This design comes from an exercise in tuning for small area, a short achievable clock period and few clock cycles on the open sky130 flow, not from production work.
Where RTL was checked, it was by simulation tests only, not by an equivalence proof against the original.
No activity file was given, so power comes from the tool's default toggle rates.

P:
## corr_engine
module corr_engine #(
    parameter TIMEOUT_TICKS = 10,
    parameter SEQ_RESET     = 0
) (
    input  wire       clk,
    input  wire       rst,           
    input  wire       cmd_valid,
    output wire       cmd_ready,
    input  wire [1:0] cmd_op,        
    input  wire [7:0] cmd_seq,       
    output reg        ev_valid,
    input  wire       ev_ready,
    output reg  [3:0] ev_code,
    output reg  [7:0] ev_seq
);
    localparam NE = TIMEOUT_TICKS;   
    localparam [1:0] OP_SEND    = 2'd0;
    localparam [1:0] OP_RESOLVE = 2'd1;
    localparam [1:0] OP_TICK    = 2'd2;
    localparam [3:0] EV_SEND_ACCEPTED = 4'h1;
    localparam [3:0] EV_SEND_REJECTED = 4'h2;
    localparam [3:0] EV_RESPONSE      = 4'h3;
    localparam [3:0] EV_TIMEOUT       = 4'h4;
    localparam [3:0] EV_UNMATCHED     = 4'hA;
    localparam [7:0] REASON_SEQ_BUSY  = 8'h01;
    integer i;
    genvar gr, gc;
    reg  [254:0] pend_valid;         
    reg  [7:0]   seq_ctr;
    reg          s_v;
    reg  [1:0]   s_op;
    reg  [7:0]   s_seq;
    reg          c_v;
    reg          c_send, c_res, c_tick;
    reg  [7:0]   c_seq;              
    reg  [15:0]  c_row, c_col;       
    reg          c_spec;             
    reg          last_rej;           
    reg          tk;                 
    reg          b_v;
    reg  [3:0]   b_code;
    reg  [7:0]   b_seq;
    reg  [7:0]   ctr_nx;             
    reg  [15:0]  m_reg;
    reg  [3:0]   m_row;
    reg  [7:0]   ep_start [0:NE-1];
    reg  [NE-1:0] ep_used;
    reg  [NE-1:0] ep_wrap;
    wire [255:0] vext = {1'b0, pend_valid};
    wire [15:0]  rowdata;
    generate
        for (gc = 0; gc < 16; gc = gc + 1) begin : g_rd
            wire [15:0] colbits;
            for (gr = 0; gr < 16; gr = gr + 1) begin : g_rb
                assign colbits[gr] = vext[16*gr + gc];
            end
            assign rowdata[gc] = |(colbits & c_row);
        end
    endgenerate
    wire hit_raw = |(rowdata & c_col);
    wire         xc_empty = !ep_used[0] || ep_wrap[1];
    wire [7:0]   xc_lo    = ep_wrap[0] ? seq_ctr : ep_start[0];
    wire [7:0]   xc_hi    = ep_start[1];
    wire [7:0]   xc_hm    = xc_hi - 8'd1;
    wire         xc_wrap  = (xc_lo >= xc_hi);
    wire         xc_hnz   = (xc_hi != 8'd0);
    reg          x_stale;
    reg          sa_d;               
  ...
For scale: ~510 flip-flops, ~28 I/O pins, ~23000 um^2 of cells after synthesis.
Settings: LEC_CHECK=0, CAP_MARGIN=20, CORE_MARGIN=2, CORE_UTILIZATION=40, CTS_BUF_LIST=sky130_fd_sc_hd__clkbuf_4 sky130_fd_sc_hd__clkbuf_8, SETUP_SLACK_MARGIN=4.4, SLEW_MARGIN=20; clock period 7.5 ns.
standard.sh (not shown) runs the stock make flow with config.mk's settings and CLKGATE_MAP_FILE= SYNTH_SCRIPT=/design/flow/synth_recipe.tcl, a recipe that flattens the netlist after the stock synthesis.
==> flow/flow/run.sh <==
#!/bin/bash
# The standard layout (the standard.sh, all steps), except that the
# buffers buffer_ports puts on every input and output port are
# sky130_fd_sc_hd__buf_2 cells instead of the tool's default choice.
# The full output of the flow goes to standard.log in this folder; the
# per-step tool logs stay under orfs/logs as standard.sh writes them.
export BUFFER_PORTS_ARGS="-buffer_cell sky130_fd_sc_hd__buf_2"
bash standard.sh > standard.log 2>&1
Testbench counts of P, summed over its fixed seeds: cycles 25,242.
What Q does differently from P at the input level:
Settings: SETUP_SLACK_MARGIN: 4.4 -> 4.55; CTS_BUF_LIST: sky130_fd_sc_hd__clkbuf_4 sky130_fd_sc_hd__clkbuf_8 -> unset.
Against P, maximum frequency in Q came out better. Number of hold buffers added after CTS: Q vs P identical. Between Q and P, the global-route wire length before repair does not differ in any meaningful way. Q: share of layout cells above drive strength 1 1.0 points below P.

* * *

main:
Another version of the RTL of corr_engine (not shown whole).
Size in the first run: roughly 1800 cells after synthesis, ~450 flip-flops, roughly 21000 sq um of cells after synthesis.
Settings: LEC_CHECK=0, ABC_CLOCK_PERIOD_IN_PS=3000, CAP_MARGIN=20, CORE_MARGIN=2, CORE_UTILIZATION=40, SETUP_SLACK_MARGIN=4.5, SLEW_MARGIN=20; clock period 7.5 ns.
run.sh (not shown) runs the stock make flow with config.mk's settings and CLKGATE_MAP_FILE= SYNTH_SCRIPT=/design/flow/synth_recipe.tcl, a recipe that flattens the netlist after the stock synthesis.
Stock flow here: none of the scripts above is used.
Testbench counts of main, summed over its fixed seeds: cycles 25,000.
diff inputs: main => the feature branch
--- a/flow/config.mk
+++ b/flow/config.mk
@@ -7,3 +7,2 @@
 export LEC_CHECK = 0
-export ABC_CLOCK_PERIOD_IN_PS = 3000
 export CAP_MARGIN = 20
@@ -11,3 +10,2 @@
 export CORE_UTILIZATION = 40
-export SETUP_SLACK_MARGIN = 4.5
 export SLEW_MARGIN = 20
==> comparison <==
main ended with every stage complete and zero timing, DRC or antenna violations. The feature branch went all the way through the flow, and no timing, DRC or antenna check failed. The number of buffers added by the clock tree synthesis step in the feature branch sits 1 above the value recorded for main. The feature branch against main; final weighted congestion in routability-driven placement is down by a few percent. Compared with main, the feature branch shows post-layout instance count excluding filler cells lower by 222. From main to the feature branch the numbers moved as follows: count of standard-cell rows roughly the same; share of the cycle needed by the critical path after routing higher; total power shrank by 8.4%; wire length decreased by 16% relative to the old numbers. From main to the feature branch the numbers moved as follows: global-route usage saw a decrease; global-route wire length before repair lower; initial antenna violation count lower.

* * *

Another version of the RTL of corr_engine (not shown whole).
For scale: roughly 2000 cells after synthesis, ~510 flip-flops, roughly 28 I/O pins.
==> flow/config.mk <==
export PLATFORM = sky130hd
export DESIGN_NAME = corr_engine
export DESIGN_NICKNAME = corr_engine
export VERILOG_FILES = /design/flow/design.v
export SDC_FILE = /design/flow/constraint.sdc
export NUM_CORES = 4
export LEC_CHECK = 0
export CAP_MARGIN = 20
export CORE_MARGIN = 2
export CORE_UTILIZATION = 55
export SETUP_SLACK_MARGIN = 4.55
export SLEW_MARGIN = 20
==> flow/constraint.sdc <==
create_clock -name core_clock -period 7.5 [get_ports {clk}]
set_input_delay 1.5000 -clock core_clock [delete_from_list [all_inputs] [get_ports {clk}]]
set_output_delay 1.5000 -clock core_clock [all_outputs]
set_load 0.01 [all_outputs]
standard.sh (not shown) runs the stock make flow with config.mk's settings and CLKGATE_MAP_FILE= SYNTH_SCRIPT=/design/flow/synth_recipe.tcl, a recipe that flattens the netlist after the stock synthesis.
Scripts as last shown in full above: flow/flow/run.sh
The baseline passed the timing, DRC and antenna checks.
Testbench counts at the start, summed over its fixed seeds: cycles 25,325.
==> next run, changes <==
Settings changed: CORE_UTILIZATION 55 to 40.
After rerunning:
- The new run went through all stages and came out clean
- routed wire length goes up by about 4%
- hold slack improves by 12 ps
- non-clock buffer count goes up by 2
- count of clock-buffer cells in the layout went up by 3
- design area rose by about 0.6%
- die area went up by about 37%
- worst setup slack got worse by 13 ps
- combinational power barely changes

* * *

old:
Another version of the RTL of corr_engine (not shown whole).
For scale: ~520 flip-flops, ~23000 sq um of cells after synthesis.
## corr_engine
module corr_engine #(
    parameter TIMEOUT_TICKS = 10,
    parameter SEQ_RESET     = 0
) (
    input  wire       clk,
    input  wire       rst,           
    input  wire       cmd_valid,
    output wire       cmd_ready,
    input  wire [1:0] cmd_op,        
    input  wire [7:0] cmd_seq,       
    output reg        ev_valid,
    input  wire       ev_ready,
    output reg  [3:0] ev_code,
    output reg  [7:0] ev_seq
);
clock: 7.5 ns
lec_check: 0
cap_margin: 20
core_margin: 2
core_utilization: 40
setup_slack_margin: 4.5
slew_margin: 20
Scripts as last shown in full above: flow/flow/run.sh
The inputs of new differ from those of old as listed below.
==> flow/run.sh (new file) <==
#!/bin/bash
# synth_recipe.tcl (not shown) runs the flow's synth.tcl, then flattens the netlist and writes it again
# the make line also repeats each setting of config.mk as NAME=value (left out here)
make -C /OpenROAD-flow-scripts/flow DESIGN_CONFIG=/design/flow/config.mk WORK_HOME=/design/flow/orfs CLKGATE_MAP_FILE= SYNTH_SCRIPT=/design/flow/synth_recipe.tcl finish
--- a/flow/config.mk
+++ b/flow/config.mk
@@ -9,4 +9,4 @@
 export CORE_MARGIN = 2
 export CORE_UTILIZATION = 40
-export SETUP_SLACK_MARGIN = 4.5
+export SETUP_SLACK_MARGIN = 4.3
 export SLEW_MARGIN = 20
removed: flow/flow/run.sh
removed: flow/standard.sh
Notes after the runs:
Relative to old, new improves wire length of the first global-routing pass.
Reported for new and old, number of tapcells turned out identical to the last digit.
Max final worst-path cycle share across new and old: old
new vs. old: number of inserted filler cells in the final layout has increased, standard cell area after detailed placement has remained practically unchanged.
[new vs old] wire length: lower in new
Compared with old, in new setup slack now sits higher; clock buffer instance count of the final layout now sits higher; global-route usage now sits lower.
Higher fraction of power consumed by combinational cells among new and old: old
No run of this note included a check of the RTL's function; only the layout flow was run.

* * *

zinc:
corr_engine with an RTL version that a note above also has.
For scale: about 510 flip-flops, roughly 28 I/O pins, roughly 0.023 mm2 of cells after synthesis.
export LEC_CHECK = 0
export CAP_MARGIN = 20
export CORE_MARGIN = 2
export CORE_UTILIZATION = 55
export SETUP_SLACK_MARGIN = 4.45
export SLEW_MARGIN = 20
create_clock -name core_clock -period 7.5 [get_ports {clk}]
==> flow/flow/run.sh <==
#!/bin/bash
# The standard layout (the standard.sh, all steps), except that the
# buffers buffer_ports puts on every input and output port are
# sky130_fd_sc_hd__buf_2 cells instead of the tool's default choice.
# The full output of the flow goes to standard.log in this folder; the
# per-step tool logs stay under orfs/logs as standard.sh writes them.
export BUFFER_PORTS_ARGS="-buffer_cell sky130_fd_sc_hd__buf_2"
bash standard.sh > standard.log 2>&1
Testbench counts of zinc, summed over its fixed seeds: cycles 25,325.
## Diff of input files: sierra against zinc
Settings: SETUP_SLACK_MARGIN changed from 4.45 to 4.4; CORE_UTILIZATION changed from 55 to 40.
Notes after the runs:
- sierra went all the way through synthesis, placement and routing and the layout is clean on timing, DRC and antenna.
- Of the two values seen for end point of the critical path, pend_valid[61]$_DFFE_PP_ was produced by zinc and ev_seq[0]$_DFFE_PP_ by sierra.
- Relative to zinc, sierra improves via count.
- Compared to zinc, sierra has power 3.0% lower.
- Of zinc and sierra, zinc shows the lower share of the clock period used by the worst path, with sierra above it.
- zinc → sierra: routed length on met2 went up about 4%, average wire per standard cell went down 7.5%, least setup slack across all paths after layout went down 0.054 ns.

* * *

Setup of beta:
The RTL this note starts from:
==> flow/design.v <==
module corr_engine #(
    parameter TIMEOUT_TICKS = 10,
    parameter SEQ_RESET     = 0
) (
    input  wire       clk,
    input  wire       rst,           
    input  wire       cmd_valid,
    output wire       cmd_ready,
    input  wire [1:0] cmd_op,        
    input  wire [7:0] cmd_seq,       
    output reg        ev_valid,
    input  wire       ev_ready,
    output reg  [3:0] ev_code,
    output reg  [7:0] ev_seq
);
    localparam NE = TIMEOUT_TICKS;   
    localparam [1:0] OP_SEND    = 2'd0;
    localparam [1:0] OP_RESOLVE = 2'd1;
    localparam [1:0] OP_TICK    = 2'd2;
    localparam [3:0] EV_SEND_ACCEPTED = 4'h1;
    localparam [3:0] EV_SEND_REJECTED = 4'h2;
    localparam [3:0] EV_RESPONSE      = 4'h3;
    localparam [3:0] EV_TIMEOUT       = 4'h4;
    localparam [3:0] EV_UNMATCHED     = 4'hA;
    localparam [7:0] REASON_SEQ_BUSY  = 8'h01;
    integer i;
    genvar gr, gc;
    reg  [254:0] pend_valid;         
    reg  [7:0]   seq_ctr;
    reg          s_v;
    reg  [1:0]   s_op;
    reg  [7:0]   s_seq;
    reg          c_v;
    reg          c_send, c_res, c_tick;
    reg  [7:0]   c_seq;              
    reg  [15:0]  c_row, c_col;       
    reg          c_spec;             
    reg          last_rej;           
    reg          tk;                 
    reg          b_v;
    reg  [3:0]   b_code;
    reg  [7:0]   b_seq;
    reg  [7:0]   ctr_nx;             
    reg  [15:0]  m_reg;
    reg  [3:0]   m_row;
    reg  [7:0]   ep_start [0:NE-1];
    reg  [NE-1:0] ep_used;
    reg  [NE-1:0] ep_wrap;
    wire [255:0] vext = {1'b0, pend_valid};
    wire [15:0]  rowdata;
    generate
        for (gc = 0; gc < 16; gc = gc + 1) begin : g_rd
            wire [15:0] colbits;
            for (gr = 0; gr < 16; gr = gr + 1) begin : g_rb
                assign colbits[gr] = vext[16*gr + gc];
            end
            assign rowdata[gc] = |(colbits & c_row);
        end
    endgenerate
    wire hit_raw = |(rowdata & c_col);
    wire         xc_empty = !ep_used[0] || ep_wrap[1];
    wire [7:0]   xc_lo    = ep_wrap[0] ? seq_ctr : ep_start[0];
    wire [7:0]   xc_hi    = ep_start[1];
    wire [7:0]   xc_hm    = xc_hi - 8'd1;
    wire         xc_wrap  = (xc_lo >= xc_hi);
    wire         xc_hnz   = (xc_hi != 8'd0);
    reg          x_stale;
    reg          x_empty, x_wrap, x_hnz, x_jump;
    reg  [7:0]   x_lo, x_hm;
    reg  [3:0]   x_first, x_last;
    always @(posedge clk) begin
        x_empty <= xc_empty;
        x_wrap  <= xc_wrap;
        x_hnz   <= xc_hnz;
        x_lo    <= xc_lo;
        x_hm    <= xc_hm;
        x_first <= (xc_wrap && xc_hnz) ? 4'd0 : xc_lo[7:4];
        x_last  <= xc_wrap ? 4'd15 : xc_hm[7:4];
        x_jump  <= xc_wrap && (xc_hm[7:4] < xc_lo[7:4]);
    end
    wire [3:0]   r       = c_seq[7:4];
    wire [3:0]   r_next  = (x_jump && r == x_hm[7:4]) ? x_lo[7:4] : r + 4'd1;
    wire [15:0]  rmask;
    generate
        for (gc = 0; gc < 16; gc = gc + 1) begin : g_mask
            wire ge_lo = (r > x_lo[7:4]) || (r == x_lo[7:4] && gc >= x_lo[3:0]);
            wire le_hm = (r < x_hm[7:4]) || (r == x_hm[7:4] && gc <= x_hm[3:0]);
            assign rmask[gc] = x_wrap ? (ge_lo || (le_hm && x_hnz)) : (ge_lo && le_hm);
        end
    endgenerate
    wire         m_any    = |m_reg;
    reg  [3:0]   m_col;
    always @* begin
        m_col = 4'd0;
        for (i = 15; i >= 0; i = i - 1)
            if (m_reg[i]) m_col = i;
    end
    wire [15:0]  m_low    = 16'd1 << m_col;
    wire h_free    = !ev_valid || ev_ready;
    wire emit_to   = m_any && !b_v;
    wire exec_sr   = c_v && (c_send || c_res) && !m_any && !b_v;
    wire force_rej = c_spec && last_rej;
    wire hit       = hit_raw || (c_send && force_rej);
    wire send_ok   = exec_sr && c_send && !hit;
    wire t_act     = c_v && c_tick && !x_stale;
    wire t_empty   = !tk && x_empty;
    wire t_rowok   = tk || (r == x_first);
    wire m_room    = !m_any;
    wire t_read    = t_act && !t_empty && t_rowok && m_room;
    wire t_reload  = t_act && !t_empty && !t_rowok;
    wire t_last    = t_read && (r == x_last);
    wire t_done    = (t_act && t_empty) || t_last;
    wire t_adv     = t_read && !t_last;
    wire c_done    = exec_sr || t_done;
    wire c_load    = !c_v || c_done;
    assign cmd_ready = !s_v;
    wire   cmd_fire  = cmd_valid && !s_v;
    wire       n_v   = s_v || cmd_valid;
    wire [1:0] n_op  = s_v ? s_op  : cmd_op;
    wire [7:0] n_seq = s_v ? s_seq : cmd_seq;
    wire [7:0] ctr_inc  = ctr_nx;
    wire [7:0] ctr_inc2 = (ctr_nx == 8'd254) ? 8'd0 : ctr_nx + 8'd1;
    wire       ctr_step = exec_sr && c_send && !force_rej;    
    wire [7:0] ctr_spec = ctr_step ? ctr_inc : seq_ctr;
    reg  [7:0] a_next;
    always @* begin
        if (c_load)
            a_next = (n_op == OP_SEND) ? ctr_spec :
                     (n_op == OP_TICK) ? {x_first, 4'd0} : n_seq;
        else if (t_reload)
            a_next = {x_first, 4'd0};
        else if (t_adv)
            a_next = {r_next, 4'd0};
        else
            a_next = c_seq;
    end
    reg  [3:0] e_code;
    reg  [7:0] e_seq;
    always @* begin
        if (m_any) begin
            e_code = EV_TIMEOUT;
            e_seq  = {m_row, m_col};
        end else if (c_send) begin
            e_code = hit ? EV_SEND_REJECTED : EV_SEND_ACCEPTED;
            e_seq  = hit ? REASON_SEQ_BUSY  : seq_ctr;
        end else begin
            e_code = hit ? EV_RESPONSE : EV_UNMATCHED;
            e_seq  = c_seq;
        end
    end
    wire        wen  = (exec_sr && !(c_send && force_rej)) || t_read;
    wire        wval = c_send && !rst;
    wire [15:0] wrow = {16{rst}} | ({16{wen}} & c_row);
    wire [15:0] wcol = {16{rst}} | (t_read ? rmask : c_col);
    generate
        for (gr = 0; gr < 16; gr = gr + 1) begin : g_wr
            for (gc = 0; gc < 16; gc = gc + 1) begin : g_wc
                if (16*gr + gc < 255) begin : g_bit
                    always @(posedge clk)
                        if (wrow[gr] && wcol[gc])
                            pend_valid[16*gr + gc] <= wval;
                end
            end
        end
    endgenerate
    always @(posedge clk) begin
        c_seq <= a_next;
        for (i = 0; i < 16; i = i + 1) begin
            c_row[i] <= (a_next[7:4] == i);
            c_col[i] <= (a_next[3:0] == i);
        end
        if (c_load) begin
            c_send <= (n_op == OP_SEND);
            c_res  <= (n_op == OP_RESOLVE);
            c_tick <= (n_op == OP_TICK);
            c_spec <= ctr_step;
        end
        if (cmd_fire && !c_load) begin
            s_op  <= cmd_op;
            s_seq <= cmd_seq;
        end
        if (exec_sr && c_send)
            last_rej <= hit;
        if (!b_v) begin
            b_code <= e_code;
            b_seq  <= e_seq;
        end
        if (t_read)
            m_row <= r;
        x_stale <= t_done || (send_ok && (ep_wrap[0] || ctr_inc == ep_start[0] || ctr_inc == ep_start[1]));
        if (rst) begin
            s_v      <= 1'b0;
            c_v      <= 1'b0;
            tk       <= 1'b0;
            m_reg    <= 16'd0;
            seq_ctr  <= SEQ_RESET;
            ctr_nx   <= SEQ_RESET + 1;
            ev_valid <= 1'b0;
            b_v      <= 1'b0;
            ep_used  <= {NE{1'b0}};
            ep_wrap[NE-1]  <= 1'b0;
            ep_start[NE-1] <= SEQ_RESET;
        end else begin
            if (c_load)
                c_v <= n_v;
            if (c_load && s_v)
                s_v <= 1'b0;
            else if (cmd_fire && !c_load)
                s_v <= 1'b1;
            if (t_reload || t_adv)
                tk <= 1'b1;
            else if (t_done)
                tk <= 1'b0;
            if (t_read)
                m_reg <= rowdata & rmask;
            else if (emit_to)
                m_reg <= m_reg & ~m_low;
            if (h_free) begin
                ev_valid <= b_v || emit_to || exec_sr;
                if (b_v) begin
                    ev_code <= b_code;
                    ev_seq  <= b_seq;
                end else begin
                    ev_code <= e_code;
                    ev_seq  <= e_seq;
                end
            end
            if (h_free)
                b_v <= 1'b0;
            else if (emit_to || exec_sr)
                b_v <= 1'b1;
            if (send_ok) begin
                seq_ctr <= ctr_inc;
                ctr_nx  <= ctr_inc2;
                ep_used[NE-1] <= 1'b1;
                for (i = 0; i < NE; i = i + 1)
                    if (ctr_inc == ep_start[i])
                        ep_wrap[i] <= 1'b1;
            end
            if (t_done) begin
                for (i = 0; i < NE-1; i = i + 1) begin
                    ep_start[i] <= ep_start[i+1];
                    ep_used[i]  <= ep_used[i+1];
                    ep_wrap[i]  <= ep_wrap[i+1];
                end
                ep_start[NE-1] <= seq_ctr;
                ep_used[NE-1]  <= 1'b0;
                ep_wrap[NE-1]  <= 1'b0;
            end
        end
    end
endmodule
make LEC_CHECK=0 CAP_MARGIN=20 CORE_MARGIN=2 CORE_UTILIZATION=40 SETUP_SLACK_MARGIN=4.5 SLEW_MARGIN=20 finish   # period 7.5 ns
run.sh (not shown) runs the stock make flow with config.mk's settings and CLKGATE_MAP_FILE= SYNTH_SCRIPT=/design/flow/synth_recipe.tcl, a recipe that flattens the netlist after the stock synthesis.
Stock flow here: none of the scripts above is used.
beta: all stages complete, timing, DRC and antenna checks passed
The inputs of gamma differ from those of beta as listed below.
--- a/flow/config.mk
+++ b/flow/config.mk
@@ -11 +11 @@
-export SETUP_SLACK_MARGIN = 4.5
+export SETUP_SLACK_MARGIN = 3.8
Notes after the runs:
Delta (gamma minus beta): part of the power in combinational logic shows a reduction of 2.3 points; data arrival at the endpoint of the critical path went up by 0.42 ns; wire length of the first global-routing pass fell about 2%.
Worst clock skew in gamma is 0.035 ns above beta.
Number of signal-net buffers in the layout is lower on gamma
The clock tree buffer count of the final layout in gamma was higher than what beta gave.
Looking at register cell area after layout, gamma sits below beta.
No run of this note included a check of the RTL's function; only the layout flow was run.

## separate check: timing with driven ports
Ports are ideal in the flow. The routed layouts listed here were re-timed in OpenROAD.
Step 1 sets driving cells, clkbuf_16 on the clock port and buf_2 on the other inputs (assumed; they add their load-dependent delay and slew).
Step 2 moves the port delays by t, midway between the first and last clock arrival at a register: inputs arrive t later, outputs are due t later. That takes back most of the time a late clock gives input paths.
a / b / c = no drivers / after step 1 / after step 2; a / b = the first two.
run | t (ns) | slack for setup (ns) | hold WS [ns] | pins driven straight from the clock port
P | 0.734 | 4.426 / 4.426 / 3.785 | 0.416 / 0.416 / 0.416 | 1
Q | 0.653 | 4.573 / 4.573 / 4.049 | 0.416 / 0.416 / 0.416 | 1
main | 0.666 | 3.519 / 3.520 / 3.162 | 0.451 / 0.451 / 0.451 | 1
the feature branch | 0.654 | 1.831 / 1.831 / 1.831 | 0.465 / 0.465 / 0.465 | 1
the first run of note 3 | 0.651 | 4.579 / 4.579 / 4.106 | 0.425 / 0.425 / 0.425 | 1
the second run of note 3 | 0.655 | 4.567 / 4.567 / 4.105 | 0.437 / 0.437 / 0.437 | 1
old | 0.678 | 4.104 / 4.104 / 3.872 | 0.450 / 0.450 / 0.450 | 1
new | 0.667 | 4.145 / 4.145 / 3.670 | 0.448 / 0.448 / 0.448 | 1
zinc | 0.663 | 4.523 / 4.523 / 4.022 | 0.433 / 0.433 / 0.433 | 1
sierra | 0.666 | 4.469 / 4.469 / 4.207 | 0.437 / 0.437 / 0.437 | 1
beta | 0.653 | 4.351 / 4.351 / 3.995 | 0.399 / 0.399 / 0.399 | 1
gamma | 0.665 | 3.943 / 3.971 / 3.306 | 0.396 / 0.396 / 0.396 | 1
After both steps setup and hold are still met in every run listed. The setup slack of P, which loses most, moves by 0.000 ns with the drivers and by -0.641 ns with both steps.
